From an optimization exercise on the open Yosys and OpenROAD flow, aimed at small area, a short achievable clock period and few clock cycles per item; shortcuts taken in it are not production practice. RTL that was checked went through simulation tests only; none was proved equivalent to the original. For runs 1, 2 and 8, only the layout was checked, not whether the RTL still works. Power figures rest on the tool's default switching activity, not on a simulated workload.

File: flow/flow/run.sh
#!/bin/bash
# Standard layout, with the input and output port buffers made as buf_2
# instead of the flow's default choice. Each tool's output goes to the
# ORFS logs; make's own output goes to standard.log.
set -euo pipefail
export BUFFER_PORTS_ARGS="-buffer_cell sky130_fd_sc_hd__buf_2"
bash standard.sh > standard.log 2>&1
File: flow/standard.sh
#!/bin/bash
# synth_recipe.tcl (not shown) runs the flow's synth.tcl, then flattens the netlist and writes it again
# the make line also repeats each setting of config.mk as NAME=value (left out here)
make -C /OpenROAD-flow-scripts/flow DESIGN_CONFIG=/design/flow/config.mk WORK_HOME=/design/flow/orfs CLKGATE_MAP_FILE= SYNTH_SCRIPT=/design/flow/synth_recipe.tcl "${@:-finish}"
File: flow/config.mk
export PLATFORM = sky130hd
export DESIGN_NAME = agc4_alu
export DESIGN_NICKNAME = agc4_alu
export VERILOG_FILES = /design/flow/design.v
export SDC_FILE = /design/flow/constraint.sdc
export NUM_CORES = 4
export LEC_CHECK = 0
export CAP_MARGIN = 20
export CORE_MARGIN = 2
export CORE_UTILIZATION = 55
export PLACE_DENSITY = 0.7
export SETUP_SLACK_MARGIN = 3.1
export SLEW_MARGIN = 20
File: flow/constraint.sdc
create_clock -name core_clock -period 7.0 [get_ports {clk}]
set_input_delay 1.4000 -clock core_clock [delete_from_list [all_inputs] [get_ports {clk}]]
set_output_delay 1.4000 -clock core_clock [all_outputs]
set_load 0.01 [all_outputs]
File: flow/design.v
module agc4_alu (
    input  wire        clk,
    input  wire        rst,       
    input  wire        start,
    input  wire [2:0]  op,
    input  wire [15:0] a_in,      
    input  wire [15:0] k_in,      
    output wire        ready,
    output reg         done,
    output wire [15:0] res_a,
    output wire [15:0] res_lp,
    output reg  [1:0]  skip
);
    localparam OP_AD   = 3'd0;
    localparam OP_SU   = 3'd1;
    localparam OP_CS   = 3'd2;
    localparam OP_MASK = 3'd3;
    localparam OP_CCS  = 3'd4;
    localparam OP_MP   = 3'd5;
    localparam OP_DV   = 3'd6;
    localparam OP_TS   = 3'd7;
    reg         busy;       
    reg  [2:0]  cnt;        
    reg         md_dv;      
    reg         neg;        
    reg         inc;        
    reg  [15:0] h;          
    reg  [13:0] l;          
    reg  [13:0] d;          
    assign ready = !busy;
    wire [15:0] add_b = op[0] ? ~k_in : k_in;
    wire [16:0] add_s = {1'b0, a_in} + {1'b0, add_b};
    wire [15:0] nabs_k  = k_in[15] ? k_in : ~k_in;               
    wire        k_zero  = (k_in == 16'o000000) || (k_in == 16'o177777);
    wire        a_ovf   = a_in[15] ^ a_in[14];
    wire [15:0] ts_r    = a_ovf ? 16'o000001 : a_in;
    wire [13:0] abs_a   = a_in[15] ? ~a_in[13:0] : a_in[13:0];
    wire        sr  = h[14];                                    
    wire [14:0] dd  = sr ? {1'b0, d} : ~{1'b0, d};              
    wire [14:0] t1  = {h[13:0], 1'b0} + dd + {14'd0, ~sr};
    wire [14:0] ca  = {h[12:0], 2'b00} + dd + {14'd0, ~sr};
    wire [15:0] x3  = md_dv ? {1'b0, h[12:0], 2'b00} : {2'b00, h[13:0]};
    wire [15:0] y3  = md_dv ? {dd, ~sr} : {1'b0, d & {14{l[1]}}, 1'b0};
    wire [15:0] z3  = md_dv ? {dd[14], dd} : {2'b00, d & {14{l[0]}}};
    wire [15:0] cs_s = x3 ^ y3 ^ z3;
    wire [15:0] cs_c = (x3 & y3) | (x3 & z3) | (y3 & z3);
    wire [15:0] cb  = cs_s + {cs_c[14:0], md_dv & ~sr} + {15'd0, md_dv & ~sr};
    wire        pick_b = (t1[14] == sr);
    wire [14:0] s2  = pick_b ? cb[14:0] : ca;
    wire [13:0] l_rev = {l[0], l[1], l[2], l[3], l[4], l[5], l[6],
                         l[7], l[8], l[9], l[10], l[11], l[12], l[13]};
    wire [15:0] h_inc = h + {15'd0, inc};
    assign res_a  = (md_dv ? {2'b00, l_rev} : h_inc) ^ {16{neg}};
    assign res_lp = {neg, neg, l};
    always @(posedge clk) begin
        if (rst) begin
            busy <= 1'b0;
            done <= 1'b0;
        end else if (busy) begin
            busy <= (cnt != 3'd0);
            done <= (cnt == 3'd0);
        end else begin
            busy <= start && (op == OP_MP || op == OP_DV);
            done <= start && !(op == OP_MP || op == OP_DV);
        end
    end
    always @(posedge clk) begin
        skip <= 2'd0;
        inc  <= 1'b0;
        if (busy) begin
            cnt <= cnt - 3'd1;
            if (md_dv) begin
                h <= {1'b0, s2};
                l <= {~s2[14], ~t1[14], l[13:2]};
            end else begin
                h <= {2'b00, cb[15:2]};
                l <= {cb[1:0] ^ {2{neg}}, l[13:2]};    
            end
        end else begin
            cnt   <= 3'd6;
            md_dv <= (op == OP_DV);
            neg   <= 1'b0;
            d     <= ~nabs_k[13:0];
            l     <= abs_a;
            case (op)
                OP_AD, OP_SU: begin
                    h   <= add_s[15:0];
                    inc <= add_s[16];
                end
                OP_CS: begin
                    h    <= k_in;
                    neg  <= 1'b1;
                end
                OP_MASK:      h <= a_in & k_in;
                OP_CCS: begin
                    h    <= nabs_k;
                    inc  <= !k_zero;
                    neg  <= 1'b1;
                    skip <= {k_in[15], k_zero};
                end
                OP_MP: begin
                    h    <= 16'd0;
                    neg  <= a_in[15] ^ k_in[15];
                end
                OP_DV: begin
                    h    <= {2'b00, abs_a};
                    neg  <= a_in[15] ^ k_in[15];
                end
                default: begin    
                    h    <= ts_r;
                    neg  <= a_ovf & a_in[15];
                    skip <= {1'b0, a_ovf};
                end
            endcase
        end
    end
endmodule
==> reports/qor.txt, run 1 <==
First-pass GRT wire length: 33200 um
Worst-path cell chain: inv_2, ha_4, nor2b_4, a21oi_2, fa_1, inv_2, fa_2, a211oi_4, o21ai_2, a2111o_1, a41o_1, o311ai_4, a21oi_2, a221o_1
Worst Setup End Kind: register
Via density: 6.20
Mean Syn Cell Area: 7.89 um^2
Via count: 6764
Synthesis Warnings: 1
Post-synth EDFFs: 16
Unique masters post-synth: 73
CTS tree: built
Clock-pin slew on the worst setup and hold paths: 70 ps
Final Hold Viols: 0
Worst-path maximum fanout: 4
Area Overhead vs Synth: 15.5%
Max VDD drop: 0.000164 V
Crit path largest cell delay: 560 ps
Cells after Synth: 865
Power density over cell area: 337 mW/mm^2
Vias in the first global route: 6279
Critical R2R Launch: d[0]
GR Util All Layers: 0.320
Pin count of the biggest net entering global routing: 44
Setup Skew: 8.31 ps
Tmin final: 3970 ps
Fin crit share: 0.567
Final Wtd Congestion: 0.966
WL/cell: 19.9 um
Setup crit start kind: register
# rows: 40
Unrepaired setup endpoints after global routing: yes
PnR Total Power: 2660 uW
Final setup violation count: 0
Width of the die: 115 um
CORE AREA: 0.0121 mm^2
CP Launch Point: d[0]
TritonCTS buffer count: 5
Final cell count without fillers: 1091
Clk root buf: clkbuf_16
I/O pin count: 74
Seq cells post-synth: 54
Max Clock Freq: 0.252 GHz
Crit Path Class: reg2reg
Die ar.: 0.0133 mm^2
Port bufs: 73
DR pass1 iterations: 6
Slowest CP cell: fa_1
Sequential area share after synthesis: 0.182
Initial antenna violation count: 0
H-tree lvl count: 2
Effective utilization at floorplan: 0.566
Clock latency (worst-skew pair): 300 ps
Cell area after synthesis: 0.00683 mm^2
Hold path startpoint: cnt[0]
Clock tree buffer depth: 2
Nets: 1042
Share of cells above drive strength 1: 0.179
Total wire length: 21700 um
Leakage: 0.00338 uW
ANT nets after route: 0
Starting DRC count in detailed routing: 549
Grt total ovfl: 0
DP Wirelength: 16100 um
# clock sinks: 54
Placed cells: 1064
Final-report max-slew violation count: 0
Crit path required time: 7180 ps
Setup_tns: 0 ps
Worst Path Arrival: 4150 ps
Syn_nets: 985
# Max-Cap Violations: 0
DRC: 0
Vert. Die Dim: 115 um
Main synth FF type: dfxtp_1
Ant. Diodes: 0
Hold Path Class: reg2reg
Worst-margin pin slew: 1150 ps
FFs w/ async S/R, synth: 0
Outcome: finished clean
Slew HR: 0.233
==> stage by stage <==
| step | setup slack (ps) | hold WS (ps) | utilization | cell area, um^2 |
|---|---|---|---|---|
| final | 3030 | 415 | 0.654 | 7890 |
| after global routing | 2930 | 430 | 0.654 | 7890 |
| after CTS | 3020 | 414 | 0.630 | 7600 |
| after detailed placement | 2260 | 400 | 0.605 | 7290 |
| after global placement | 2370 | 398 | 0.605 | 7290 |
| after floorplan | 2920 | 386 | - | 6960 |
==> cells in the final DEF, fill, tap and decap left out, drive strengths merged, types with 38 or more instances in the layout <==
cell type	count
ha	66
xnor2	50
inv	41
xor2	71
nand2	74
a21oi	80
nor2	62
buf	93
o21ai	72
dfxtp	38
==> cells in the mapped netlist, types with 10 or more instances <==
master | number | area share
a211oi_1 | 14 | 0.015
a21oi_1 | 80 | 0.059
and2_1 | 14 | 0.013
clkbuf_1 | 33 | 0.018
dfxtp_1 | 38 | 0.11
edfxtp_1 | 16 | 0.070
fa_1 | 16 | 0.047
ha_1 | 66 | 0.12
inv_1 | 41 | 0.023
mux2i_1 | 24 | 0.035
nand2_1 | 74 | 0.041
nand3_1 | 12 | 0.0088
nand4_1 | 10 | 0.0092
nor2_1 | 62 | 0.034
nor2b_1 | 14 | 0.013
nor3_1 | 17 | 0.012
o21ai_0 | 68 | 0.050
xnor2_1 | 50 | 0.064
xor2_1 | 71 | 0.091
==> critical path: cells and delay by family (launching register included) <==
kind / cells / cell delay [ps]
AOI/OAI and AO/OA: 8 / 1890
adders and majority gates: 3 / 1180
buffers and inverters: 2 / 170
DFF: 1 / 490
and+or+nand+nor: 1 / 120
==> power by group <==
part / total, uW / switching (uW) / internal [uW]
Combinational: 1900 / 1100 / 808
Sequential: 498 / 118 / 380
Clock: 255 / 114 / 142
==> worst paths after layout <==
path,slack (ps),endpoint,cells after the start
setup / recovery,3030,l[13],14
hold / removal,410,cnt[0],1
setup reg to reg,3030,l[13],14
hold reg to reg,410,cnt[0],1
==> what timing repair did <==
action / 4_1_cts / 5_1_grt
setup buffers: 7 / 10
setup endpoints to repair: 19 / 14
cloned: 1 / 1
pin swaps: 1 / 11
resized for setup: 20 / 44
hold buffers: 0 / 0
endpoints found under the hold margin: 0 / 0
==> routing by layer <==
| metal | part of all wire | GRT usage | up-vias | wire [um] |
|---|---|---|---|---|
| met1 | 0.43 | 0.445 | 3160 | 9270 |
| met5 | 0 | 0 | - | 0 |
| li1 | - | - | 3218 | - |
| met4 | 0.035 | 0.108 | 0 | 767 |
| met3 | 0.087 | 0.0403 | 55 | 1890 |
| met2 | 0.45 | 0.517 | 331 | 9790 |
==> cells by family (layout without fill, tap and decap cells) <==
family / count (synthesis) / after routing / synth area share
buffers and inverters: 87 / 145 / 0.0502
xor gates and xnor gates: 122 / 122 / 0.158
muxes: 26 / 26 / 0.0385
DFF: 54 / 54 / 0.182
adders and majority gates: 82 / 82 / 0.168
and+or+nand+nor: 240 / 240 / 0.168
AOI/OAI and AO/OA: 254 / 254 / 0.235
==> area by class of cell <==
class | instances | area (um^2)
sequential | 54 | 1260
clock buffer | 6 | 139
fill | 1057 | 4180
timing repair buffer | 95 | 611
tap | 168 | 210
clock inverter | 2 | 12.5
multi-input combinational | 724 | 5490
inverter | 42 | 158
==> state kept, by name, indices dropped and copies added, names as in the netlist <==
name	cells
h	16
d	14
l	14
cnt	3
skip	2
busy	1
done	1
inc	1
md_dv	1
neg	1
==> inputs of run 2 (changes only) <==
--- a/flow/config.mk
+++ b/flow/config.mk
@@ -9,5 +9,5 @@
 export CORE_MARGIN = 2
 export CORE_UTILIZATION = 55
 export PLACE_DENSITY = 0.7
-export SETUP_SLACK_MARGIN = 3.1
+export SETUP_SLACK_MARGIN = 3.4
 export SLEW_MARGIN = 20
==> run 2 against run 1 <==
Highest routed layer unchanged. Via count increased by 8.0%. Die area unchanged. Final area rose by 9.0%. Still clean on timing, DRC and antenna. Combinational power is 17% higher. Worst hold slack got worse by 8.9 ps. Sequential power shrank 2%. Area after synthesis unchanged. Flip-flop and latch count did not move. Fmax is 1.5% higher. Clock skew is essentially flat. Routed wire length grew 11%.
==> reports/qor.txt, run 2 <==
Synth Area in Simple Gates: 0.168 (unchanged)
Setup Skew: 8.56 ps (+0.252 ps)
Hold worst-path end: cnt[0]
Die ar.: 0.0133 mm^2 (unchanged)
Top cells by count, synth: a21oi_1 (80), nand2_1 (74), xor2_1 (71)
CTS tree: built
Max FFs per register: 16 (unchanged)
Max layer used: met4
DR WL met2: 10800 um (+11%)
Post-synth top area share: 0.121 (unchanged)
# Max-Cap Violations: 0 (unchanged)
Synth Area in Adders: 0.168 (unchanged)
Mux contribution to synthesized area: 0.0385 (unchanged)
DR pass1 iterations: 5 (-1)
Fin crit share: 0.559 (-0.00843)
# rows: 40 (unchanged)
R2r worst-path depth: 14 (unchanged)
Share of cells above drive strength 1: 0.256 (+0.0772)
Via density: 6.47 (+4.4%)
Setup crit start kind: register
Worst hold margin: 406 ps (-8.85 ps)
Initial antenna violation count: 0 (unchanged)
Starting DRC count in detailed routing: 810 (+48%)
Pin count of the biggest net entering global routing: 44 (unchanged)
Effective utilization at floorplan: 0.566 (unchanged)
Tmin final: 3910 ps (-59.0 ps)
Crit Path Class: reg2reg
Clock tree buffer depth: 2 (unchanged)
Biggest register: h
Hold path startpoint: cnt[0]
PnR Total Power: 2980 uW (+12%)
Clk root buf: clkbuf_16
FFs w/ async S/R, synth: 0 (unchanged)
ANT nets after route: 0 (unchanged)
Worst-path maximum fanout: 7 (+3)
H-tree lvl count: 2 (unchanged)
Seq cells post-synth: 54 (unchanged)
Max Clock Freq: 0.256 GHz (+1.5%)
Largest cells by area after synthesis: ha_1 (12%), dfxtp_1 (11%), xor2_1 (9.1%)
Main synth FF type: dfxtp_1
Vias in the first global route: 6631 (+5.6%)
Worst-margin pin slew: 1280 ps (+132 ps)
I/O pin count: 74 (unchanged)
Setup_tns: 0 ps (unchanged)
Met3 WL post-DR: 2470 um (+31%)
WL met1: 9350 um (+0.86%)
R2r endpoint: l[13]
Synthesis Warnings: 1 (unchanged)
Post-Synth XOR/XNOR Area: 0.158 (unchanged)
Slew HR: 0.145 (-0.0884)
Count leader, synth: a21oi_1
Total wire length: 24200 um (+11%)
Clock-pin slew on the worst setup and hold paths: 70 ps (about the same)
Sequential area share after synthesis: 0.182 (unchanged)
Unique masters post-synth: 73 (unchanged)
Biggest regs: h x16, d x14, l x14
Most common cell after layout, fill and taps aside: nand2_1
Width of the die: 115 um (unchanged)
Final-report max-slew violation count: 0 (unchanged)
Via count: 7308 (+8.0%)
Synth area leader: ha_1
Main combinational cell family by area after synthesis: compound AO/OA/AOI/OAI gates
TritonCTS buffer count: 5 (unchanged)
Cells after Synth: 865 (unchanged)
Final Wtd Congestion: 1.00 (+3.6%)
Final setup violation count: 0 (unchanged)
Hold depth: 1 (unchanged)
DP Wirelength: 16000 um (-0.57%)
R2r setup slk: 3090 ps (+60 ps)
Clock latency (worst-skew pair): 290 ps (about the same)
Area Overhead vs Synth: 25.8%
Outcome: finished clean
Syn_nets: 985 (unchanged)
Worst Setup End Kind: register
Cell area after synthesis: 0.00683 mm^2 (unchanged)
Synth Area in Compound Gates: 0.235 (unchanged)
GR Util All Layers: 0.337 (+0.0170)
Ant. Diodes: 0 (unchanged)
Critical R2R Launch: md_dv
Leakage: 0.00366 uW (+8.2%)
Post-synth EDFFs: 16 (unchanged)
DRC: 0 (unchanged)
Nets: 1080 (+3.6%)
Power density over cell area: 346 mW/mm^2 (+2.7%)
Worst Path Arrival: 4100 ps (-50 ps)
Most frequent cells in the layout: nand2_1 (73), buf_2 (71), xor2_1 (68), a21oi_1 (67), nor2_1 (60)
Port bufs: 73 (unchanged)
Crit path required time: 7180 ps (about the same)
Max VDD drop: 0.000144 V (-12%)
FILL cells: 890 (-16%)
Hold Path Class: reg2reg
# clock sinks: 54 (unchanged)
Vert. Die Dim: 115 um (unchanged)
Mean Syn Cell Area: 7.89 um^2 (unchanged)
WL/cell: 21.4 um (+7.5%)
First-pass GRT wire length: 34700 um (+4.3%)
Final Hold Viols: 0 (unchanged)
CORE AREA: 0.0121 mm^2 (unchanged)
Grt total ovfl: 0 (unchanged)
Unrepaired setup endpoints after global routing: yes
[run 2: cell counts after synthesis]
No cell type changed its count.
[run 2: where the power goes]
group,internal [uW],switching (uW)
Combinational,977,1240
Clock,155,111
Sequential,382,108
Total,1510,1460
[run 2: cell families after synthesis]
kind of cell | Yosys count
DFF | 54
AOI/OAI and AO/OA | 254
buffers and inverters | 87
and+or+nand+nor | 240
xor gates and xnor gates | 122
adders and majority gates | 82
muxes | 26
[run 2: per-stage QoR]
step / setup slack, ps / std cells / instance area [um^2] / utilization
after global routing: 2940 / 1129 / 8590 / 0.712
after detailed placement: 2230 / 1065 / 7320 / 0.607
final: 3090 / 1129 / 8590 / 0.712
after global placement: 2460 / 1065 / 7320 / 0.607
after CTS: 3280 / 1106 / 8090 / 0.671
after floorplan: 2920 / 865 / 7000 / -
[run 2: worst max path at each step]
| stage | start | end | slack (ps) | depth (start not counted) |
|---|---|---|---|---|
| after CTS | d[0] | l[13] | 3280 | 14 |
| after floorplan | op[0] | h[13] | 2920 | 13 |
| after detailed placement | md_dv | l[13] | 2230 | 13 |
| after global routing | md_dv | l[13] | 2940 | 14 |
| after global placement | md_dv | l[13] | 2460 | 13 |
| final | md_dv | l[13] | 3090 | 14 |
[run 2: worst max-delay path, cell delays in order, from the launching register on]
cell and delay (ps):
edfxtp_1 440, buf_12 180, buf_6 130, and2_1 150
a21oi_1 270, fa_1 510, inv_1 150, ha_4 250
nor3_1 200, nor2_1 90, a2111o_1 430, a41o_1 300
o311ai_4 290, a21oi_1 110, a221o_1 320
[run 2: cell type report]
class | instances | area [um^2] | share of cell area
Tap cell | 168 | 210 | 0.0245
Clock inverter | 2 | 13.8 | 0.00160
Multi-Input combinational cell | 724 | 5800 | 0.676
Clock buffer | 6 | 150 | 0.0175
Timing Repair Buffer | 133 | 986 | 0.115
Sequential cell | 54 | 1270 | 0.148
Inverter | 42 | 158 | 0.0183
[run 2: timing repair]
item,in CTS,in global routing
gates cloned,2,1
buffers inserted,31,22
gates resized for setup,71,65
hold buffers,0,0
endpoints found under the setup margin,28,16
pin swaps,15,35
[run 2: layer usage]
metal	up-vias	track usage
met3	113	0.0502
li1	3293	-
met2	481	0.530
met5	-	0
met4	0	0.173
met1	3421	0.452
==> inputs of run 3 (changes only) <==
--- a/flow/design.v
+++ b/flow/design.v
@@ -51,7 +51,7 @@
                          l[7], l[8], l[9], l[10], l[11], l[12], l[13]};
     wire [15:0] h_inc = h + {15'd0, inc};
     assign res_a  = (md_dv ? {2'b00, l_rev} : h_inc) ^ {16{neg}};
-    assign res_lp = {neg, neg, l};
+    assign res_lp = {2'b00, l} ^ {16{neg}};
     always @(posedge clk) begin
         if (rst) begin
             busy <= 1'b0;
@@ -74,7 +74,7 @@
                 l <= {~s2[14], ~t1[14], l[13:2]};
             end else begin
                 h <= {2'b00, cb[15:2]};
-                l <= {cb[1:0] ^ {2{neg}}, l[13:2]};    
+                l <= {cb[1:0], l[13:2]};
             end
         end else begin
             cnt   <= 3'd6;
--- a/flow/config.mk
+++ b/flow/config.mk
@@ -9,5 +9,5 @@
 export CORE_MARGIN = 2
 export CORE_UTILIZATION = 55
 export PLACE_DENSITY = 0.7
-export SETUP_SLACK_MARGIN = 3.4
+export SETUP_SLACK_MARGIN = 2.5
 export SLEW_MARGIN = 20
==> run 3 against run 2 <==
Utilization shrank 10 points. Final cell count is 2.1% lower. Area after synthesis rose by 2.8%. Total power down 13%. Clock power decreased by 4%. First-iteration DRC count shrank 33%. Largest power group unchanged. Critical path type unchanged.
==> reports/qor.txt, run 3 <==
FILL cells: 1223 (+37%)
Worst Setup End Kind: register
Total wire length: 20100 um (-17%)
Final-report max-slew violation count: 0 (unchanged)
# rows: 41 (+2.5%)
CORE AREA: 0.0125 mm^2 (+3.8%)
Clk root buf: clkbuf_16
Slew HR: 0.326 (+0.181)
Final setup violation count: 0 (unchanged)
# clock sinks: 54 (unchanged)
Storage cell area: 0.00124 mm^2 (-2.3%)
Final WS setup: 2820 ps (-270 ps)
Largest cells by area after synthesis: ha_1 (12%), dfxtp_1 (11%), xor2_1 (10%)
Final Wtd Congestion: 0.943 (-5.8%)
Max FFs per register: 16 (unchanged)
Main synth FF type: dfxtp_1
Setup_tns: 0 ps (unchanged)
Biggest register: h
Critical R2R Launch: h[14]
Tmin final: 4180 ps (+269 ps)
Initial antenna violation count: 0 (unchanged)
R2r setup slk: 2820 ps (-270 ps)
Leakage: 0.00333 uW (-9.0%)
Pin count of the biggest net entering global routing: 54 (+23%)
Hold path startpoint: cnt[0]
# hold bufs at CTS: 0 (unchanged)
Ant. Diodes: 0 (unchanged)
Vias in the first global route: 5977 (-9.9%)
Count leader, synth: nand2_1
Cell area after synthesis: 0.00702 mm^2 (+2.8%)
Most frequent cells in the layout: nand2_1 (82), xor2_1 (81), a21oi_1 (75), buf_2 (72), nor2_1 (68)
Biggest regs: h x16, d x14, l x14
Max Clock Freq: 0.239 GHz (-6.4%)
Starting DRC count in detailed routing: 546 (-33%)
Via density: 5.96 (-8.0%)
Post-synth EDFFs: 16 (unchanged)
DP Wirelength: 15600 um (-2.8%)
Grt total ovfl: 0 (unchanged)
Unrepaired setup endpoints after global routing: no
R2r worst-path depth: 15 (+1)
Via count: 6581 (-9.9%)
Final Hold Viols: 0 (unchanged)
Worst-margin pin slew: 1010 ps (-270 ps)
Setup slack after placement: 2060 ps (-167 ps)
Seq cells post-synth: 54 (unchanged)
Setup Skew: 6.52 ps (-2.04 ps)
DRC: 0 (unchanged)
TritonCTS buffer count: 5 (unchanged)
ANT nets after route: 0 (unchanged)
Vert. Die Dim: 117 um (+1.3%)
Hold Path Class: reg2reg
Fin crit share: 0.597 (+0.0385)
First-pass GRT wire length: 31900 um (-7.9%)
GR Util All Layers: 0.301 (-0.0363)
Worst Path Arrival: 4420 ps (+320 ps)
Clock tree buffer depth: 2 (unchanged)
Post-synth top area share: 0.118 (-0.00328)
Multi-input gate area: 0.00544 mm^2 (-6.3%)
CP Launch Point: h[14]
Effective utilization at floorplan: 0.561 (-0.00541)
Placed cells: 1095 (+2.8%)
Nets: 1052 (-2.6%)
Top cells by count, synth: nand2_1 (82), xor2_1 (81), a21oi_1 (75)
Power density over cell area: 338 mW/mm^2 (-2.5%)
Most common cell after layout, fill and taps aside: nand2_1
I/O pin count: 74 (unchanged)
Cells after Synth: 894 (+3.4%)
Share of cells above drive strength 1: 0.107 (-0.149)
H-tree lvl count: 2 (unchanged)
Area Overhead vs Synth: 8.68%
Worst-path maximum fanout: 23 (+16)
Setup crit start kind: register
Syn_nets: 1014 (+2.9%)
FFs w/ async S/R, synth: 0 (unchanged)
CTS tree: built
Clock latency (worst-skew pair): 290 ps (about the same)
Clock-pin slew on the worst setup and hold paths: 70 ps (about the same)
Mean Syn Cell Area: 7.85 um^2 (-0.55%)
Outcome: finished clean
WL/cell: 18.2 um (-15%)
# Max-Cap Violations: 0 (unchanged)
Die ar.: 0.0137 mm^2 (+2.7%)
Synth area leader: ha_1
Width of the die: 117 um (+1.3%)
R2r endpoint: l[13]
Crit Path Class: reg2reg
Crit path required time: 7240 ps (+60 ps)
Setup crit end: l[13]
Final cell count without fillers: 1105 (-2.1%)
Final Util: 0.609 (-0.103)
Max VDD drop: 0.000152 V (+5.1%)
DR pass1 iterations: 6 (+1)
Sequential area share after synthesis: 0.177 (-0.00492)
Port bufs: 73 (unchanged)
Synthesis Warnings: 1 (unchanged)
Unique masters post-synth: 68 (-6.8%)
## run 3: changes by cell type in the layout (fill, tap and decap cells not counted), sizes merged, moves of 4 or more
| cell | before | now |
|---|---|---|
| xor2 | 71 | 81 |
| o211ai | 6 | 2 |
| xnor2 | 50 | 57 |
| a31oi | 5 | 14 |
| o22ai | 7 | 14 |
| o21ai | 72 | 59 |
| nand2 | 74 | 82 |
| buf | 130 | 80 |
| a21oi | 80 | 76 |
| nand2b | 8 | 13 |
| a21o | 10 | 14 |
| nor3 | 17 | 10 |
| nor2 | 62 | 68 |
| or2 | 4 | 0 |
## run 3: how the worst min path moves through the flow
stage | slack, ps | cells after the start | endpoint
floorplan | 390 | 1 | cnt[0]
global placement | 400 | 1 | cnt[0]
detailed placement | 400 | 1 | cnt[0]
CTS | 410 | 1 | cnt[0]
global route | 420 | 1 | cnt[0]
finish | 410 | 1 | cnt[0]
## run 3: metal layers
metal  wire [um]  vias to the layer above  track usage
met3        1120                       29       0.0185
met5           0                        -            0
met4         513                        0       0.0863
met2        8800                      228        0.474
met1        9670                     3052        0.446
li1            -                     3272            -
## run 3: kinds of logic (layout without fill, tap and decap cells)
logic type	Yosys count	in the layout	synth area share
AO/OA/AOI/OAI	252	252	0.228
AND/OR/NAND/NOR	252	252	0.170
XOR/XNOR	139	139	0.176
buffers and inverters	90	129	0.0497
adder cells (fa/ha/maj)	83	83	0.165
flip-flops	54	54	0.177
multiplexers	24	24	0.0346
## run 3: timing repair
action,4_1_cts,5_1_grt
endpoints found under the hold margin,0,0
buffers inserted,1,1
setup endpoints to repair,6,5
resized for setup,3,3
## run 3: final cells by class
class / count / area share
Tap cell: 172 / 0.0282
Multi-Input combinational cell: 750 / 0.713
Clock inverter: 2 / 0.00148
Sequential cell: 54 / 0.163
Timing Repair Buffer: 80 / 0.0561
Clock buffer: 6 / 0.0182
Inverter: 41 / 0.0202
## run 3: worst max-delay path, cell delays in order, from the launching register on
cell      delay [ps]
dfxtp_1          310
buf_4            330
inv_1            140
ha_1             360
nor2b_1           70
a21oi_1          180
fa_1             490
fa_1             470
nor2b_1          200
o21bai_1         110
a31oi_1          310
nor3_1           110
nand4b_1         270
maj3_1           370
o221ai_1         240
a31o_1           180
## run 3: stage by stage
step / hold WS, ps / power (uW) / area (um^2)
after floorplan: 386 / 1840 / 7030
after global placement: 397 / 2260 / 7440
after detailed placement: 397 / 2270 / 7440
after CTS: 407 / 2540 / 7610
after global routing: 418 / 2810 / 7630
final: 406 / 2580 / 7630
## run 3: where the power goes
part	total, uW	switching (uW)	internal, uW
logic	1840	1070	768
registers	481	104	376
clock network	255	113	142
total	2580	1290	1290
Testbench counts of run 3, summed over its fixed seeds: cycles 10,046, items 3,200.
==> inputs of run 4 (changes only) <==
--- a/flow/config.mk
+++ b/flow/config.mk
@@ -9,5 +9,5 @@
 export CORE_MARGIN = 2
 export CORE_UTILIZATION = 55
 export PLACE_DENSITY = 0.7
-export SETUP_SLACK_MARGIN = 2.5
+export SETUP_SLACK_MARGIN = 3.1
 export SLEW_MARGIN = 20
==> run 4 against run 3 <==
Worst setup slack gained 400 ps. Final area is 6.2% higher. Via count grew 4.5%. Final cell count increased by 0.90%. Die area is the same. Total power grew 8.4%. Non-clock buffer count grew 8. Clock-buffer cell count increased by 1. Clock skew about the same. Global-route usage grew 1.3 points. Register-to-register slack gained 400 ps. Synthesized cell count is the same. Highest routed layer unchanged.
==> reports/qor.txt, run 4 <==
Outcome: finished clean
Final-report max-slew violation count: 0 (unchanged)
Part of the power in registers: 0.176 (-0.011)
ANT nets after route: 0 (unchanged)
Crit Path Class: reg2reg
FFs w/ async S/R, synth: 0 (unchanged)
Post-synth EDFFs: 16 (unchanged)
Biggest register: h
CTS tree: built
Clock tree buffer depth: 2 (unchanged)
Unique masters post-synth: 68 (unchanged)
Final Util: 0.648 (+0.0381)
Worst Setup End Kind: register
Crit path largest cell delay: 520 ps (+30 ps)
Count leader, synth: nand2_1
Area Overhead vs Synth: 15.5%
GR Util All Layers: 0.314 (+0.0126)
Unrepaired setup endpoints after global routing: no
Vert. Die Dim: 117 um (unchanged)
Top cells by count, synth: nand2_1 (82), xor2_1 (81), a21oi_1 (75)
First-pass GRT wire length: 33300 um (+4.4%)
H-tree lvl count: 2 (unchanged)
# hold bufs at CTS: 0 (unchanged)
Leakage: 0.00350 uW (+5.2%)
Cells after Synth: 894 (unchanged)
Pin count of the biggest net entering global routing: 46 (-15%)
Most common cell after layout, fill and taps aside: nand2_1
Total wire length: 21700 um (+7.9%)
Main synth FF type: dfxtp_1
Combinational power share: 0.726 (+0.012)
Biggest regs: h x16, d x14, l x14
Die ar.: 0.0137 mm^2 (unchanged)
Sequential area share after synthesis: 0.177 (unchanged)
Mean Syn Cell Area: 7.85 um^2 (unchanged)
Post-synth top area share: 0.118 (unchanged)
Setup crit start kind: register
DP Wirelength: 16500 um (+6.1%)
Max Clock Freq: 0.265 GHz (+11%)
TritonCTS buffer count: 5 (unchanged)
Worst-margin pin slew: 1100 ps (+96.2 ps)
Via density: 6.17 (+3.6%)
Fin crit share: 0.540 (-0.0575)
Vias in the first global route: 6321 (+5.8%)
Final Wtd Congestion: 0.973 (+3.2%)
Clock latency (worst-skew pair): 290 ps (about the same)
Worst Path Arrival: 4020 ps (-400 ps)
Setup Skew: 6.92 ps (+0.406 ps)
Setup_tns: 0 ps (unchanged)
Worst-path cell chain: buf_4, nor2b_4, buf_6, a21oi_1, fa_1, inv_1, ha_1, and3_1, nand2_1, a31oi_4, nor3_1, nand4b_1, maj3_1, o221ai_2, a31o_1
Clock-pin slew on the worst setup and hold paths: 70 ps (about the same)
# Max-Cap Violations: 0 (unchanged)
Via count: 6878 (+4.5%)
Cell area after synthesis: 0.00702 mm^2 (unchanged)
Share of cells above drive strength 1: 0.159 (+0.0519)
Slowest CP cell: fa_1
Synthesis Warnings: 1 (unchanged)
Largest cells by area after synthesis: ha_1 (12%), dfxtp_1 (11%), xor2_1 (10%)
# clock sinks: 54 (unchanged)
Syn_nets: 1014 (unchanged)
Ant. Diodes: 0 (unchanged)
Tmin final: 3780 ps (-402 ps)
CORE AREA: 0.0125 mm^2 (unchanged)
Clk root buf: clkbuf_16
Max FFs per register: 16 (unchanged)
I/O pin count: 74 (unchanged)
Slew HR: 0.261 (-0.0644)
Seq cells post-synth: 54 (unchanged)
Switching pwr: 1390 uW (+7.4%)
# rows: 41 (unchanged)
Pint: 1410 uW (+9.5%)
DRC: 0 (unchanged)
Crit path max-delay family: adder cells
Final setup violation count: 0 (unchanged)
Port bufs: 73 (unchanged)
Clock network power share: 0.097 (-0.002)
Effective utilization at floorplan: 0.561 (unchanged)
Initial antenna violation count: 0 (unchanged)
Most frequent cells in the layout: nand2_1 (82), xor2_1 (80), buf_2 (72), a21oi_1 (69), nor2_1 (67)
Synth area leader: ha_1
Width of the die: 117 um (unchanged)
Worst-path maximum fanout: 6 (-74%)
Nets: 1062 (+0.95%)
DR pass1 iterations: 6 (unchanged)
Power density over cell area: 345 mW/mm^2 (+2.1%)
WL/cell: 19.5 um (+6.9%)
Final Hold Viols: 0 (unchanged)
Hold Path Class: reg2reg
Switch share: 0.496 (-0.00466)
PnR Total Power: 2790 uW (+8.4%)
Crit path required time: 7240 ps (about the same)
Starting DRC count in detailed routing: 485 (-11%)
Max VDD drop: 0.000131 V (-14%)
Grt total ovfl: 0 (unchanged)
Critical path buffers and inverters: 3 (+1)
-- run 4: final timing paths --
check	depth (start not counted)	slack [ps]	startpoint	end
hold / removal	1	410	cnt[0]	cnt[0]
hold reg to reg	1	410	cnt[0]	cnt[0]
setup reg to reg	15	3220	md_dv	l[13]
setup / recovery	15	3220	md_dv	l[13]
-- run 4: what timing repair did --
| action | 4_1_cts | 5_1_grt |
|---|---|---|
| resized for setup | 19 | 39 |
| endpoints found under the setup margin | 12 | 14 |
| pin swaps | 3 | 7 |
| setup buffers | 2 | 5 |
| cloned | 2 | 3 |
-- run 4: layout make-up --
class | instances | area [um^2]
multi-input combinational | 752 | 5730
fill | 1117 | 4410
sequential | 54 | 1250
timing repair buffer | 88 | 589
tap | 172 | 215
clock buffer | 7 | 154
inverter | 41 | 154
clock inverter | 1 | 8.76
-- run 4: power groups by stage --
stage / sequential [uW] / clock [uW] / combinational (uW)
5_1_grt: 496 / 289 / 2240
6_report: 492 / 272 / 2030
4_1_cts: 480 / 274 / 1900
2_1_floorplan: 436 / 0 / 1420
3_5_place_dp: 484 / 0 / 1820
3_3_place_gp: 484 / 0 / 1780
-- run 4: layer usage --
layer / track usage / vias up / share of wire
met5: 0 / - / 0
met4: 0.120 / 0 / 0.035
met3: 0.0422 / 45 / 0.077
met2: 0.502 / 301 / 0.46
met1: 0.432 / 3249 / 0.43
li1: - / 3283 / -
-- run 4: through the flow --
stage,setup slack (ps),hold slack (ps),instance area (um^2),cells
finish,3220,406,8110,1115
global route,3070,423,8110,1115
CTS,3080,412,7830,1107
detailed placement,2370,403,7510,1095
global placement,2470,395,7510,1095
floorplan,3030,386,7170,894
-- run 4: worst register-to-register path, cell delays in order, from the launching register on --
cell      delay, ps
edfxtp_1        440
buf_4           210
nor2b_4         220
buf_6           160
a21oi_1          80
fa_1            520
inv_1            40
ha_1            310
and3_1          230
nand2_1         120
a31oi_4         220
nor3_1           80
nand4b_1        250
maj3_1          380
o221ai_2        260
a31o_1          190
-- run 4: kinds of logic after synthesis --
family / synth area share
compound gates: 0.228
xor+xnor: 0.176
fa+ha+maj: 0.165
buf+inv: 0.0497
flops: 0.177
mux: 0.0346
simple gates: 0.170
==> inputs of run 5 (changes only) <==
--- a/flow/config.mk
+++ b/flow/config.mk
@@ -8,6 +8,7 @@
 export CAP_MARGIN = 20
 export CORE_MARGIN = 2
 export CORE_UTILIZATION = 55
+export CTS_BUF_LIST = sky130_fd_sc_hd__clkbuf_8
 export PLACE_DENSITY = 0.7
-export SETUP_SLACK_MARGIN = 3.1
+export SETUP_SLACK_MARGIN = 2.8
 export SLEW_MARGIN = 20
==> run 5 against run 4 <==
Final area is 5.7% lower. Clock skew is 0.64 ps lower. Worst hold slack better by 3.8 ps. Combinational power is 9% lower. Via count is 4.7% lower. Fmax is 5.3% lower. Sequential power is 2% lower. Largest power group unchanged. Die area stayed put. Global-route usage is 1.8 points lower. Utilization is 3.7 points lower. Flip-flop and latch count stayed put.
==> reports/qor.txt, run 5 <==
Multi-input gate area: 0.00547 mm^2 (-4.5%)
Power density over cell area: 332 mW/mm^2 (-3.8%)
Mean Syn Cell Area: 7.85 um^2 (unchanged)
Storage cell area: 0.00124 mm^2 (-1.0%)
Largest cells by area after synthesis: ha_1 (12%), dfxtp_1 (11%), xor2_1 (10%)
First-pass GRT wire length: 31200 um (-6.3%)
Vias in the first global route: 5941 (-6.0%)
Hold worst-path end: cnt[0]
Final setup violation count: 0 (unchanged)
Count leader, synth: nand2_1
Grt total ovfl: 0 (unchanged)
# Max-Cap Violations: 0 (unchanged)
# clock sinks: 54 (unchanged)
DR pass1 iterations: 4 (-2)
Area Overhead vs Synth: 8.93%
Via density: 5.93 (-3.8%)
I/O pin count: 74 (unchanged)
CP most frequent cell: ha_1
Setup crit start kind: register
R2r endpoint: h[14]
Clock-pin slew on the worst setup and hold paths: 100 ps (+30 ps)
FFs w/ async S/R, synth: 0 (unchanged)
Share of cells above drive strength 1: 0.110 (-0.0487)
DRC: 0 (unchanged)
Cell area after synthesis: 0.00702 mm^2 (unchanged)
ANT nets after route: 0 (unchanged)
Setup_tns: 0 ps (unchanged)
Hold path startpoint: cnt[0]
FILL cells: 1233 (+10%)
Combinational power share: 0.724 (-0.002)
Critical R2R Launch: h[14]
Worst-margin pin slew: 1030 ps (-78.8 ps)
Syn_nets: 1014 (unchanged)
Post-synth EDFFs: 16 (unchanged)
Initial antenna violation count: 0 (unchanged)
Setup Skew: 6.29 ps (-0.636 ps)
Vert. Die Dim: 117 um (unchanged)
Main synth FF type: dfxtp_1
Most common cell after layout, fill and taps aside: nand2_1
Port bufs: 73 (unchanged)
Synth area leader: ha_1
Max Clock Freq: 0.250 GHz (-5.3%)
Switch share: 0.502 (+0.00563)
Cells after Synth: 894 (unchanged)
Unique masters post-synth: 68 (unchanged)
CORE AREA: 0.0125 mm^2 (unchanged)
Die ar.: 0.0137 mm^2 (unchanged)
Final Hold Viols: 0 (unchanged)
Hold Path Class: reg2reg
Final Wtd Congestion: 0.987 (+1.4%)
Hold depth: 1 (unchanged)
Width of the die: 117 um (unchanged)
DP Wirelength: 15500 um (-6.2%)
Pin count of the biggest net entering global routing: 47 (+2.2%)
Worst Setup End Kind: output pin
Top cells by count, synth: nand2_1 (82), xor2_1 (81), a21oi_1 (75)
Effective utilization at floorplan: 0.561 (unchanged)
Ant. Diodes: 0 (unchanged)
TritonCTS buffer count: 5 (unchanged)
Worst hold margin: 410 ps (+3.76 ps)
Slew HR: 0.314 (+0.0527)
Clock network power share: 0.086 (-0.011)
Worst-path maximum fanout: 6 (unchanged)
R2r worst-path depth: 15 (unchanged)
Nets: 1052 (-0.94%)
WL/cell: 17.6 um (-9.4%)
Worst Path Arrival: 2590 ps (-1430 ps)
Clock tree buffer depth: 2 (unchanged)
Final-report max-slew violation count: 0 (unchanged)
Clk root buf: clkbuf_8
H-tree lvl count: 2 (unchanged)
Unrepaired setup endpoints after global routing: no
Slowest CP cell: dfxtp_1
Clock latency (worst-skew pair): 320 ps (+30 ps)
Biggest register: h
# rows: 41 (unchanged)
CTS tree: built
Via count: 6555 (-4.7%)
Max FFs per register: 16 (unchanged)
Most frequent cells in the layout: nand2_1 (82), xor2_1 (81), a21oi_1 (74), buf_2 (72), nor2_1 (68)
Starting DRC count in detailed routing: 469 (-3.3%)
Crit path required time: 5600 ps (-1640 ps)
Worst-path cell chain: ha_1, ha_1, and2_0, nand2_1, or3_1, a21oi_1, xor2_1, buf_2
GR Util All Layers: 0.295 (-0.0183)
R2r setup slk: 3100 ps (-120 ps)
Switching pwr: 1270 uW (-8.2%)
Seq cells post-synth: 54 (unchanged)
Post-synth top area share: 0.118 (unchanged)
Tmin final: 3990 ps (+213 ps)
Crit Path Class: reg2out
Outcome: finished clean
Leakage: 0.00333 uW (-4.8%)
Fin crit share: 0.570 (+0.0304)
Total wire length: 19500 um (-10%)
Biggest regs: h x16, d x14, l x14
Synthesis Warnings: 1 (unchanged)
Crit path largest cell delay: 510 ps (about the same)
Pint: 1260 uW (-10%)
# hold bufs at CTS: 0 (unchanged)
Sequential area share after synthesis: 0.177 (unchanged)
Total setup buffers inserted after CTS: 0 (-2)
Max VDD drop: 0.000139 V (+5.7%)
Part of the power in registers: 0.190 (+0.014)
-- run 5: cell type report --
cell class	count	area share
inverter	41	0.0201
sequential	54	0.162
timing repair buffer	80	0.0583
tap	172	0.0281
clock inverter	2	0.00442
multi-input combinational	750	0.716
clock buffer	6	0.0108
-- run 5: kinds of logic after synthesis --
logic type / after synthesis / share of synthesized area
AOI/OAI and AO/OA: 252 / 0.228
adders and majority gates: 83 / 0.165
buffers and inverters: 90 / 0.0497
xor gates and xnor gates: 139 / 0.176
muxes: 24 / 0.0346
DFF: 54 / 0.177
and+or+nand+nor: 252 / 0.170
-- run 5: worst max-delay path, delay by kind of cell (launching register included) --
family                     cells  cell delay (ps)
adders and majority gates      2              520
DFF                            1              510
AOI/OAI and AO/OA              1              210
buffers and inverters          1              150
and+or+nand+nor                3              730
xor gates and xnor gates       1              150
-- run 5: through the flow --
step / instances / utilization / total power [uW] / setup WS, ps / instance area (um^2)
detailed placement: 1097 / 0.597 / 2280 / 2560 / 7470
finish: 1105 / 0.611 / 2540 / 3010 / 7650
global route: 1105 / 0.611 / 2770 / 2790 / 7650
global placement: 1097 / 0.597 / 2270 / 2630 / 7470
floorplan: 894 / - / 1840 / 2780 / 7050
CTS: 1105 / 0.607 / 2510 / 2840 / 7590
-- run 5: power by group through the flow --
stage | Clock [uW] | Sequential [uW] | Combinational (uW)
floorplan | 0 | 436 | 1400
finish | 217 | 483 | 1840
detailed placement | 0 | 486 | 1790
global route | 229 | 488 | 2060
CTS | 220 | 478 | 1810
global placement | 0 | 485 | 1780
-- run 5: repair_timing --
action | 4_1_cts | 5_1_grt
resized for setup | 2 | 13
pin swaps | 0 | 0
endpoints found under the setup margin | 5 | 6
-- run 5: worst max-delay path by stage --
stage                      from   endpoint  slack, ps  cells past startpoint
after global routing      h[14]      h[14]       2790                     15
after detailed placement  md_dv      h[11]       2560                     14
final                      h[0]  res_a[14]       3010                      8
after global placement    op[0]      h[13]       2630                     11
after CTS                 md_dv      h[11]       2840                     15
after floorplan           op[0]      h[13]       2780                     14
-- run 5: per-layer routing --
layer / vias to the layer above / part of all wire / GRT usage
met4: 0 / 0.026 / 0.0933
met5: - / 0 / 0
met2: 212 / 0.44 / 0.459
li1: 3265 / - / -
met1: 3052 / 0.48 / 0.439
met3: 26 / 0.055 / 0.0191
==> inputs of run 6 (changes only) <==
--- a/flow/config.mk
+++ b/flow/config.mk
@@ -8,7 +8,6 @@
 export CAP_MARGIN = 20
 export CORE_MARGIN = 2
 export CORE_UTILIZATION = 55
-export CTS_BUF_LIST = sky130_fd_sc_hd__clkbuf_8
 export PLACE_DENSITY = 0.7
 export SETUP_SLACK_MARGIN = 2.8
 export SLEW_MARGIN = 20
==> run 6 against run 5 <==
First-iteration DRC count increased by 0.64%. Total power increased by 2.2%. Global-route usage increased by 0.054 points. Still clean on timing, DRC and antenna. Final area increased by 0.67%. Highest routed layer unchanged. Sequential power about the same. Clock-buffer cell count increased by 2. Non-clock buffer count unchanged. Fmax increased by 1.0%. Register-to-register slack got worse by 20 ps.
==> reports/qor.txt, run 6 <==
CTS tree: built
Critical R2R Launch: h[14]
Clock-pin slew on the worst setup and hold paths: 70 ps (-30 ps)
Initial antenna violation count: 0 (unchanged)
Slew HR: 0.289 (-0.0254)
# rows: 41 (unchanged)
H-tree lvl count: 2 (unchanged)
Nets: 1052 (unchanged)
Hold worst-path end: cnt[0]
Vert. Die Dim: 117 um (unchanged)
Clock latency (worst-skew pair): 290 ps (-30 ps)
Via count: 6564 (+0.14%)
Final-report max-slew violation count: 0 (unchanged)
Sequential area share after synthesis: 0.177 (unchanged)
ANT nets after route: 0 (unchanged)
Synth area leader: ha_1
Via density: 5.94 (+0.14%)
TritonCTS buffer count: 5 (unchanged)
Total wire length: 19600 um (+0.71%)
Switch share: 0.494 (-0.00815)
R2r endpoint: h[14]
# clock sinks: 54 (unchanged)
Grt total ovfl: 0 (unchanged)
GR Util All Layers: 0.296 (+0.000543)
Max FFs per register: 16 (unchanged)
Effective utilization at floorplan: 0.561 (unchanged)
Clk root buf: clkbuf_16
Largest cells by area after synthesis: ha_1 (12%), dfxtp_1 (11%), xor2_1 (10%)
Pin count of the biggest net entering global routing: 47 (unchanged)
Hold Path Class: reg2reg
# Max-Cap Violations: 0 (unchanged)
Top cells by count, synth: nand2_1 (82), xor2_1 (81), a21oi_1 (75)
I/O pin count: 74 (unchanged)
Final Hold Viols: 0 (unchanged)
Cell Area, Placed: 0.00747 mm^2 (unchanged)
CORE AREA: 0.0125 mm^2 (unchanged)
DRC: 0 (unchanged)
Biggest register: h
Hold path startpoint: cnt[0]
Biggest regs: h x16, d x14, l x14
Cells after Synth: 894 (unchanged)
Final Wtd Congestion: 0.987 (unchanged)
Synthesis Warnings: 1 (unchanged)
Power density over cell area: 337 mW/mm^2 (+1.5%)
Max Clock Freq: 0.253 GHz (+1.0%)
Hold depth: 1 (unchanged)
Post-synth EDFFs: 16 (unchanged)
WL/cell: 17.8 um (+0.71%)
FFs w/ async S/R, synth: 0 (unchanged)
Fin crit share: 0.564 (-0.00592)
Area Overhead vs Synth: 9.66%
Leakage: 0.00335 uW (+0.60%)
Post-synth top area share: 0.118 (unchanged)
Crit Path Class: reg2out
PnR Total Power: 2590 uW (+2.2%)
Share of cells above drive strength 1: 0.110 (unchanged)
Main synth FF type: dfxtp_1
Crit path required time: 5600 ps (about the same)
First-pass GRT wire length: 31300 um (+0.29%)
Mean Syn Cell Area: 7.85 um^2 (unchanged)
Clock network power share: 0.105 (+0.019)
Most frequent cells in the layout: nand2_1 (82), xor2_1 (81), a21oi_1 (74), buf_2 (72), nor2_1 (68)
Setup Skew: 4.65 ps (-1.64 ps)
Cell area after synthesis: 0.00702 mm^2 (unchanged)
Syn_nets: 1014 (unchanged)
Port bufs: 73 (unchanged)
Clock tree buffer depth: 2 (unchanged)
Tmin final: 3950 ps (-41.4 ps)
Worst-path maximum fanout: 6 (unchanged)
R2r setup slk: 3080 ps (-20 ps)
Switching pwr: 1280 uW (+0.56%)
Vias in the first global route: 5966 (+0.42%)
Unrepaired setup endpoints after global routing: no
# hold bufs at CTS: 0 (unchanged)
Count leader, synth: nand2_1
Setup crit start kind: register
Finished Cell Area: 0.00770 mm^2 (+0.67%)
Seq cells post-synth: 54 (unchanged)
Most common cell after layout, fill and taps aside: nand2_1
Ant. Diodes: 0 (unchanged)
Outcome: finished clean
Part of the power in registers: 0.186 (-0.004)
Pint: 1310 uW (+3.9%)
Width of the die: 117 um (unchanged)
Setup_tns: 0 ps (unchanged)
Worst Path Arrival: 2550 ps (-40 ps)
R2r worst-path depth: 15 (unchanged)
Total setup buffers inserted after CTS: 0 (unchanged)
DP Wirelength: 15500 um (unchanged)
Combinational power share: 0.709 (-0.015)
Starting DRC count in detailed routing: 472 (+0.64%)
Worst Setup End Kind: output pin
Final setup violation count: 0 (unchanged)
Max VDD drop: 0.000138 V (-0.48%)
Die ar.: 0.0137 mm^2 (unchanged)
DR pass1 iterations: 5 (+1)
Worst-margin pin slew: 1060 ps (+37.9 ps)
Unique masters post-synth: 68 (unchanged)
[run 6: cell counts after synthesis]
No cell type changed its count.
[run 6: worst max-delay path by stage]
stage / startpoint / endpoint / slack [ps] / cells after the start
3_5_place_dp: md_dv / h[11] / 2560 / 14
5_1_grt: h[14] / h[14] / 2770 / 15
3_3_place_gp: op[0] / h[13] / 2630 / 11
6_report: h[0] / res_a[14] / 3050 / 8
2_1_floorplan: op[0] / h[13] / 2780 / 14
4_1_cts: md_dv / h[11] / 2840 / 15
[run 6: logic make-up after synthesis]
kind of cell,Yosys count,share of synthesized area
AND/OR/NAND/NOR,252,0.170
buffers and inverters,90,0.0497
flip-flops,54,0.177
AO/OA/AOI/OAI,252,0.228
multiplexers,24,0.0346
XOR/XNOR,139,0.176
adder cells (fa/ha/maj),83,0.165
[run 6: worst max-delay path, stage by stage (launching register included)]
cell and delay (ps):
dfxtp_1 500, ha_1 310, ha_1 210, and2_0 320, nand2_1 100, or3_1 310, a21oi_1 210, xor2_1 150
buf_2 150
[run 6: what timing repair did]
| action | 4_1_cts | 5_1_grt |
|---|---|---|
| cloned | 0 | 0 |
| gates resized for setup | 2 | 13 |
| endpoints found under the setup margin | 5 | 7 |
| pin swaps | 0 | 1 |
[run 6: final cells by class]
type	count	area (um^2)
Timing Repair Buffer	80	445
Tap cell	172	215
Clock buffer	8	168
Multi-Input combinational cell	750	5470
Fill cell	1230	4820
Sequential cell	54	1240
Inverter	41	154
[run 6: power by group through the flow]
stage / combinational [uW] / sequential [uW] / clock (uW)
final: 1840 / 483 / 273
after detailed placement: 1790 / 486 / 0
after global placement: 1780 / 485 / 0
after floorplan: 1400 / 436 / 0
after CTS: 1810 / 479 / 276
after global routing: 2060 / 488 / 287
[run 6: through the flow]
| stage | std cells | hold WS, ps | setup slack (ps) | utilization |
|---|---|---|---|---|
| 2_1_floorplan | 894 | 386 | 2780 | - |
| 3_3_place_gp | 1097 | 396 | 2630 | 0.597 |
| 3_5_place_dp | 1097 | 401 | 2560 | 0.597 |
| 4_1_cts | 1105 | 411 | 2840 | 0.611 |
| 5_1_grt | 1105 | 445 | 2770 | 0.615 |
| 6_report | 1105 | 406 | 3050 | 0.615 |
[run 6: routing by layer]
metal  global-route usage  share of wire
met5                    0              0
met4               0.0996          0.027
met3               0.0165          0.062
met2                0.458           0.44
met1                0.441           0.47
==> inputs of run 7 (changes only) <==
==> flow/flow/run.sh (replaced) <==
#!/bin/bash
# Standard layout, with the input and output port buffers made as buf_1
# instead of the flow's default choice. Each tool's output goes to the
# ORFS logs; make's own output goes to standard.log.
set -euo pipefail
export BUFFER_PORTS_ARGS="-buffer_cell sky130_fd_sc_hd__buf_1"
bash standard.sh > standard.log 2>&1
--- a/flow/config.mk
+++ b/flow/config.mk
@@ -7,7 +7,7 @@
 export LEC_CHECK = 0
 export CAP_MARGIN = 20
 export CORE_MARGIN = 2
-export CORE_UTILIZATION = 55
-export PLACE_DENSITY = 0.7
+export CORE_UTILIZATION = 40
+export PLACE_DENSITY = 0.6
 export SETUP_SLACK_MARGIN = 2.8
 export SLEW_MARGIN = 20
==> run 7 against run 6 <==
Via count decreased by 0.20%. Utilization is 17 points lower. Routed wire length up 5.2%. Flip-flop and latch count unchanged. Fmax fell by 2.1%. Area after synthesis stayed put. Clock power is 8.4% lower. Worst hold slack gained 3.7 ps. Clock-buffer cell count down 1. Combinational power about the same. Critical path type is now reg2reg. Largest cell class unchanged. Highest routed layer unchanged.
==> reports/qor.txt, run 7 <==
Setup slack after placement: 2570 ps (+13.9 ps)
# hold bufs at CTS: 0 (unchanged)
Final Hold Viols: 0 (unchanged)
Synth Area in Adders: 0.165 (unchanged)
Mean Syn Cell Area: 7.85 um^2 (unchanged)
Port bufs: 73 (unchanged)
Area Overhead vs Synth: 9.75% (about the same)
Grt total ovfl: 0 (unchanged)
DP Wirelength: 16100 um (+4.2%)
Initial antenna violation count: 0 (unchanged)
Ant. Diodes: 0 (unchanged)
Max VDD drop: 0.000118 V (-15%)
Vias in the first global route: 6026 (+1.0%)
Clock tree buffer depth: 2 (unchanged)
Final setup violation count: 0 (unchanged)
Final WS setup: 2970 ps (-82.7 ps)
Via count: 6551 (-0.20%)
Clk root buf: clkbuf_16
Mux contribution to synthesized area: 0.0346 (unchanged)
Hold depth: 1 (unchanged)
Pin count of the biggest net entering global routing: 76 (+62%)
Power density over cell area: 332 mW/mm^2 (-1.3%)
Final-report max-slew violation count: 0 (unchanged)
Unique masters post-synth: 68 (unchanged)
WL/cell: 17.7 um (-0.14%)
I/O pin count: 74 (unchanged)
Most common cell after layout, fill and taps aside: nand2_1
Most frequent cells in the layout: nand2_1 (82), xor2_1 (81), a21oi_1 (74), buf_1 (72), nor2_1 (67)
Width of the die: 136 um (+17%)
Synth Area in Simple Gates: 0.170 (unchanged)
Seq cells post-synth: 54 (unchanged)
Clock latency (worst-skew pair): 290 ps (about the same)
Crit path required time: 7240 ps (+1640 ps)
Sequential area share after synthesis: 0.177 (unchanged)
Crit Path Class: reg2reg
Synth Area in Compound Gates: 0.228 (unchanged)
Nets: 1058 (+0.57%)
Worst Path Arrival: 4270 ps (+1720 ps)
Tmin final: 4030 ps (+82.7 ps)
Hold Path Class: reg2reg
FILL cells: 1750 (+42%)
Final Wtd Congestion: 0.909 (-7.9%)
Main combinational cell family by area after synthesis: compound AO/OA/AOI/OAI gates
CTS tree: built
Die ar.: 0.0186 mm^2 (+36%)
Max FFs per register: 16 (unchanged)
Max Clock Freq: 0.248 GHz (-2.1%)
First-pass GRT wire length: 32400 um (+3.4%)
Effective utilization at floorplan: 0.407 (-0.154)
CORE AREA: 0.0172 mm^2 (+38%)
Post-Synth XOR/XNOR Area: 0.176 (unchanged)
Biggest regs: h x16, d x14, l x14
DRC: 0 (unchanged)
Top cells by count, synth: nand2_1 (82), xor2_1 (81), a21oi_1 (75)
Biggest register: h
ANT nets after route: 0 (unchanged)
Post-synth EDFFs: 16 (unchanged)
Syn_nets: 1014 (unchanged)
Setup Skew: 7.16 ps (+2.50 ps)
Unrepaired setup endpoints after global routing: no
Leakage: 0.00317 uW (-5.5%)
DR pass1 iterations: 5 (unchanged)
Worst Setup End Kind: register
TritonCTS buffer count: 5 (unchanged)
Setup_tns: 0 ps (unchanged)
Vert. Die Dim: 136 um (+17%)
Cell area after synthesis: 0.00702 mm^2 (unchanged)
Slew HR: 0.431 (+0.143)
Largest cells by area after synthesis: ha_1 (12%), dfxtp_1 (11%), xor2_1 (10%)
# rows: 48 (+17%)
H-tree lvl count: 2 (unchanged)
Clock-pin slew on the worst setup and hold paths: 70 ps (about the same)
Post-synth top area share: 0.118 (unchanged)
Setup crit start kind: register
FFs w/ async S/R, synth: 0 (unchanged)
Outcome: finished clean
# clock sinks: 54 (unchanged)
Starting DRC count in detailed routing: 381 (-19%)
R2r worst-path depth: 15 (unchanged)
Synthesis Warnings: 1 (unchanged)
# Max-Cap Violations: 0 (unchanged)
Main synth FF type: dfxtp_1
Via density: 5.63 (-5.3%)
Fin crit share: 0.576 (+0.0118)
Worst-margin pin slew: 853 ps (-210 ps)
Worst-path maximum fanout: 23 (+17)
Count leader, synth: nand2_1
Synth area leader: ha_1
GR Util All Layers: 0.224 (-0.0724)
Cells after Synth: 894 (unchanged)
Total wire length: 20600 um (+5.2%)
Share of cells above drive strength 1: 0.0405 (-0.0699)
==> run 7: what timing repair did <==
action	4_1_cts	5_1_grt
setup buffers	0	2
gates resized for setup	4	11
pin swaps	0	1
endpoints found under the setup margin	4	7
gates cloned	0	1
==> run 7: power breakdown <==
part	leakage [uW]	internal [uW]	total, uW	switching, uW
Clock	0.0000739	142	250	108
Sequential	0.000487	376	482	106
Combinational	0.00261	755	1830	1070
==> run 7: area by class of cell <==
cell class	count	area (um^2)	share of cell area
Clock inverter	1	5.00	0.000650
Clock buffer	7	143	0.0185
Inverter	41	154	0.0200
Tap cell	225	282	0.0365
Timing Repair Buffer	86	408	0.0529
Multi-Input combinational cell	750	5470	0.710
Sequential cell	54	1240	0.161
==> run 7: through the flow <==
stage | instances | hold WS [ps] | instance area [um^2] | power [uW] | utilization
after floorplan | 894 | 386 | 7050 | 1840 | -
after global placement | 1153 | 396 | 7470 | 2270 | 0.433
after detailed placement | 1153 | 399 | 7470 | 2270 | 0.433
after CTS | 1161 | 409 | 7630 | 2540 | 0.443
after global routing | 1164 | 422 | 7700 | 2810 | 0.447
final | 1164 | 410 | 7700 | 2560 | 0.447
==> run 7: logic make-up after synthesis <==
family | after synthesis
XOR/XNOR | 139
adder cells (fa/ha/maj) | 83
flip-flops | 54
buffers and inverters | 90
AO/OA/AOI/OAI | 252
AND/OR/NAND/NOR | 252
multiplexers | 24
==> run 7: worst max-delay path, cell delays in order, from the launching register on <==
cell      delay [ps]
dfxtp_1          340
buf_8            230
inv_1            110
ha_1             350
nor2b_1           60
a21oi_1          170
fa_1             500
fa_1             470
nor2b_1          180
o21bai_1         130
a31oi_2          240
nor3_1            90
nand4b_1         260
maj3_1           370
o221ai_1         280
a31o_1           190
==> run 7: final timing paths <==
path	from	end	slack [ps]
worst max-delay path	h[14]	l[13]	2970
worst min-delay path	cnt[0]	cnt[0]	410
worst max register to register	h[14]	l[13]	2970
worst min register to register	cnt[0]	cnt[0]	410
==> run 7: metal layers <==
metal	vias to the layer above	track usage	wire length [um]
li1	3276	-	-
met1	3048	0.320	9900
met2	197	0.356	9230
met3	30	0.0101	860
met4	0	0.0804	659
met5	-	0	0
==> inputs of run 8 (changes only) <==
--- a/flow/design.v
+++ b/flow/design.v
@@ -36,7 +36,7 @@
     wire [15:0] ts_r    = a_ovf ? 16'o000001 : a_in;
     wire [13:0] abs_a   = a_in[15] ? ~a_in[13:0] : a_in[13:0];
     wire        sr  = h[14];                                    
-    wire [14:0] dd  = sr ? {1'b0, d} : ~{1'b0, d};              
+    wire [14:0] dd  = {~sr, d};                                 
     wire [14:0] t1  = {h[13:0], 1'b0} + dd + {14'd0, ~sr};
     wire [14:0] ca  = {h[12:0], 2'b00} + dd + {14'd0, ~sr};
     wire [15:0] x3  = md_dv ? {1'b0, h[12:0], 2'b00} : {2'b00, h[13:0]};
@@ -70,6 +70,7 @@
         if (busy) begin
             cnt <= cnt - 3'd1;
             if (md_dv) begin
+                d <= d ^ {14{sr ^ s2[14]}};
                 h <= {1'b0, s2};
                 l <= {~s2[14], ~t1[14], l[13:2]};
             end else begin
@@ -80,7 +81,7 @@
             cnt   <= 3'd6;
             md_dv <= (op == OP_DV);
             neg   <= 1'b0;
-            d     <= ~nabs_k[13:0];
+            d     <= (op == OP_DV) ? nabs_k[13:0] : ~nabs_k[13:0];
             l     <= abs_a;
             case (op)
                 OP_AD, OP_SU: begin
==> flow/flow/run.sh (replaced) <==
#!/bin/bash
# Standard layout, with the input and output port buffers made as buf_2
# instead of the flow's default choice. Each tool's output goes to the
# ORFS logs; make's own output goes to standard.log.
set -euo pipefail
export BUFFER_PORTS_ARGS="-buffer_cell sky130_fd_sc_hd__buf_2"
bash standard.sh > standard.log 2>&1
==> run 8 against run 7 <==
Still clean on timing, DRC and antenna. Total power grew 25%. Worst setup slack worse by 83 ps. Synthesized cell count up 10%. Fmax fell by 2.0%. Register-to-register slack got worse by 80 ps. Worst hold slack improved by 0.93 ps. Non-clock buffer count unchanged. Final area is 10% higher. First-iteration DRC count is 65% higher. Critical path type unchanged.
==> reports/qor.txt, run 8 <==
Outcome: finished clean
Cells after Synth: 985 (+10%)
Final-report max-slew violation count: 0 (unchanged)
I/O pin count: 74 (unchanged)
Via count: 7483 (+14%)
Vias in the first global route: 6912 (+15%)
Top cells by count, synth: nor2_1 (89), a21oi_1 (79), nand2_1 (78)
Area Overhead vs Synth: 10.8%
Clk root buf: clkbuf_16
Final Hold Viols: 0 (unchanged)
Leakage: 0.00361 uW (+14%)
Initial antenna violation count: 0 (unchanged)
Fin crit share: 0.588 (+0.0118)
CORE AREA: 0.0188 mm^2 (+8.9%)
Die ar.: 0.0203 mm^2 (+8.7%)
Hold Path Class: reg2reg
Unrepaired setup endpoints after global routing: yes
Count leader, synth: nor2_1
Synth area leader: ha_1
H-tree lvl count: 2 (unchanged)
Mux contribution to synthesized area: 0.0335 (-0.00106)
Vert. Die Dim: 142 um (+4.3%)
Final Wtd Congestion: 0.955 (+5.2%)
Final setup violation count: 0 (unchanged)
Largest cells by area after synthesis: ha_1 (11%), dfxtp_1 (9.9%), xor2_1 (7.9%)
Power density over cell area: 377 mW/mm^2 (+13%)
DP Wirelength: 19100 um (+19%)
Setup crit start kind: register
Starting DRC count in detailed routing: 629 (+65%)
Crit Path Class: reg2reg
Synthesis Warnings: 1 (unchanged)
Main combinational cell family by area after synthesis: compound AO/OA/AOI/OAI gates
ANT nets after route: 0 (unchanged)
Slew HR: 0.301 (-0.130)
Post-synth EDFFs: 16 (unchanged)
Cell area after synthesis: 0.00765 mm^2 (+9.0%)
Worst Path Arrival: 4180 ps (-90 ps)
First-pass GRT wire length: 39700 um (+23%)
Worst Setup End Kind: register
Clock-pin slew on the worst setup and hold paths: 80 ps (about the same)
DRC: 0 (unchanged)
Grt total ovfl: 0 (unchanged)
Most frequent cells in the layout: nor2_1 (88), a21oi_1 (79), nand2_1 (78), buf_2 (72), xor2_1 (69)
Unique masters post-synth: 81 (+19%)
PnR Total Power: 3190 uW (+25%)
Worst-margin pin slew: 1040 ps (+190 ps)
Total wire length: 25700 um (+24%)
Ant. Diodes: 0 (unchanged)
TritonCTS buffer count: 5 (unchanged)
Synth Area in Compound Gates: 0.242 (+0.0142)
FFs w/ async S/R, synth: 0 (unchanged)
Max VDD drop: 0.000164 V (+39%)
Width of the die: 142 um (+4.3%)
Pin count of the biggest net entering global routing: 59 (-22%)
Most common cell after layout, fill and taps aside: nor2_1
Setup_tns: 0 ps (unchanged)
Sequential area share after synthesis: 0.162 (-0.0146)
Effective utilization at floorplan: 0.408 (+0.000503)
Synth Area in Simple Gates: 0.187 (+0.0169)
WL/cell: 20.5 um (+16%)
Setup Skew: 8.60 ps (+1.44 ps)
Final Util: 0.452 (+0.00466)
DR pass1 iterations: 5 (unchanged)
Port bufs: 73 (unchanged)
Post-Synth XOR/XNOR Area: 0.160 (-0.0169)
Post-synth top area share: 0.110 (-0.00810)
Via density: 5.99 (+6.4%)
# Max-Cap Violations: 0 (unchanged)
Synth Area in Adders: 0.151 (-0.0133)
Share of cells above drive strength 1: 0.149 (+0.108)
# rows: 50 (+4.2%)
CTS tree: built
GR Util All Layers: 0.254 (+0.0305)
Biggest register: h
Mean Syn Cell Area: 7.77 um^2 (-1.1%)
Seq cells post-synth: 54 (unchanged)
Crit path required time: 7060 ps (-180 ps)
Main synth FF type: dfxtp_1
Syn_nets: 1106 (+9.1%)
# clock sinks: 54 (unchanged)
Nets: 1136 (+7.4%)
Worst hold margin: 411 ps (+0.925 ps)
Clock latency (worst-skew pair): 310 ps (+20 ps)
Worst-path maximum fanout: 10 (-57%)
Tmin final: 4120 ps (+82.9 ps)
Max FFs per register: 16 (unchanged)
Clock tree buffer depth: 2 (unchanged)
Max Clock Freq: 0.243 GHz (-2.0%)
Biggest regs: h x16, d x14, l x14
[run 8: cell families after synthesis]
family | count (synthesis)
buffers and inverters | 119
AOI/OAI and AO/OA | 269
muxes | 25
DFF | 54
xor gates and xnor gates | 137
and+or+nand+nor | 298
adders and majority gates | 83
[run 8: power by group]
part           switching, uW  internal [uW]
clock                    135            158
sequential               142            385
combinational           1410            964
total                   1690           1510
[run 8: worst paths after layout]
check | startpoint | cells past startpoint | slack, ps | endpoint
worst max-delay path | h[14] | 11 | 2880 | d[12]
worst min-delay path | cnt[0] | 1 | 410 | cnt[0]
worst max register to register | h[14] | 11 | 2880 | d[12]
worst min register to register | cnt[0] | 1 | 410 | cnt[0]
[run 8: worst max-delay path, stage by stage, from the launching register on]
cell and delay, ps:
dfxtp_1 700, clkinv_2 400, ha_1 360, ha_1 250, a211oi_2 270, o21ai_2 130
nand4b_2 130, a21boi_1 140, o32ai_2 690, o31ai_4 150, mux2i_1 150, or4b_1 490
[run 8: final cells by class]
class	instances	area (um^2)
tap	234	293
fill	1874	10300
multi-input combinational	814	6040
sequential	54	1250
inverter	54	204
clock buffer	6	150
clock inverter	2	18.8
timing repair buffer	86	523
[run 8: metal layers]
| metal | wire length, um | track usage | up-vias | part of all wire |
|---|---|---|---|---|
| li1 | - | - | 3587 | - |
| met1 | 11900 | 0.375 | 3570 | 0.46 |
| met2 | 11100 | 0.388 | 308 | 0.43 |
| met3 | 2320 | 0.0461 | 18 | 0.090 |
| met4 | 318 | 0.0505 | 0 | 0.012 |
| met5 | 0 | 0 | - | 0 |
[run 8: through the flow]
stage               cell area (um^2)  worst slack, ps  std cells
floorplan                       7670             2780        985
global placement                8060             2180       1232
detailed placement              8060             2140       1232
CTS                             8420             2820       1249
global route                    8480             2730       1250
finish                          8480             2880       1250
[run 8: repair_timing]
item                                   in CTS  in global routing
endpoints found under the hold margin       0                  0
setup endpoints to repair                  22                 22
resized for setup                          11                 13
pin swaps                                   5                  0
setup buffers                               7                  1
gates cloned                                2                  0
hold buffers                                0                  0

separate check: timing with driven ports:
No port has a modelled driver above. Below, the same layouts with a new extraction and two added sets of constraints. Step 1 sets driving cells, clkbuf_16 on the clock port and buf_2 on the other inputs (assumed; they add their load-dependent delay and slew). Step 2 also shifts input and output timing later by t, the mid clock arrival at the registers, as if the neighbouring blocks saw the same clock. Three values: ideal, step 1, step 2; two values: the first two.
| run | t, ns | slack for setup (ns) |
|---|---|---|
| run 1 | 0.326 | 3.028 / 3.028 / 2.836 |
| run 2 | 0.327 | 3.087 / 3.087 / 3.004 |
| run 3 | 0.324 | 2.818 / 2.818 / 2.506 |
| run 4 | 0.333 | 3.220 / 3.190 / 2.930 |
| run 5 | 0.345 | 3.007 / 2.978 / 2.795 |
| run 6 | 0.327 | 3.049 / 3.013 / 2.773 |
| run 7 | 0.324 | 2.966 / 2.966 / 2.718 |
| run 8 | 0.350 | 2.883 / 2.883 / 2.628 |
After both steps setup and hold are still met in every run listed.
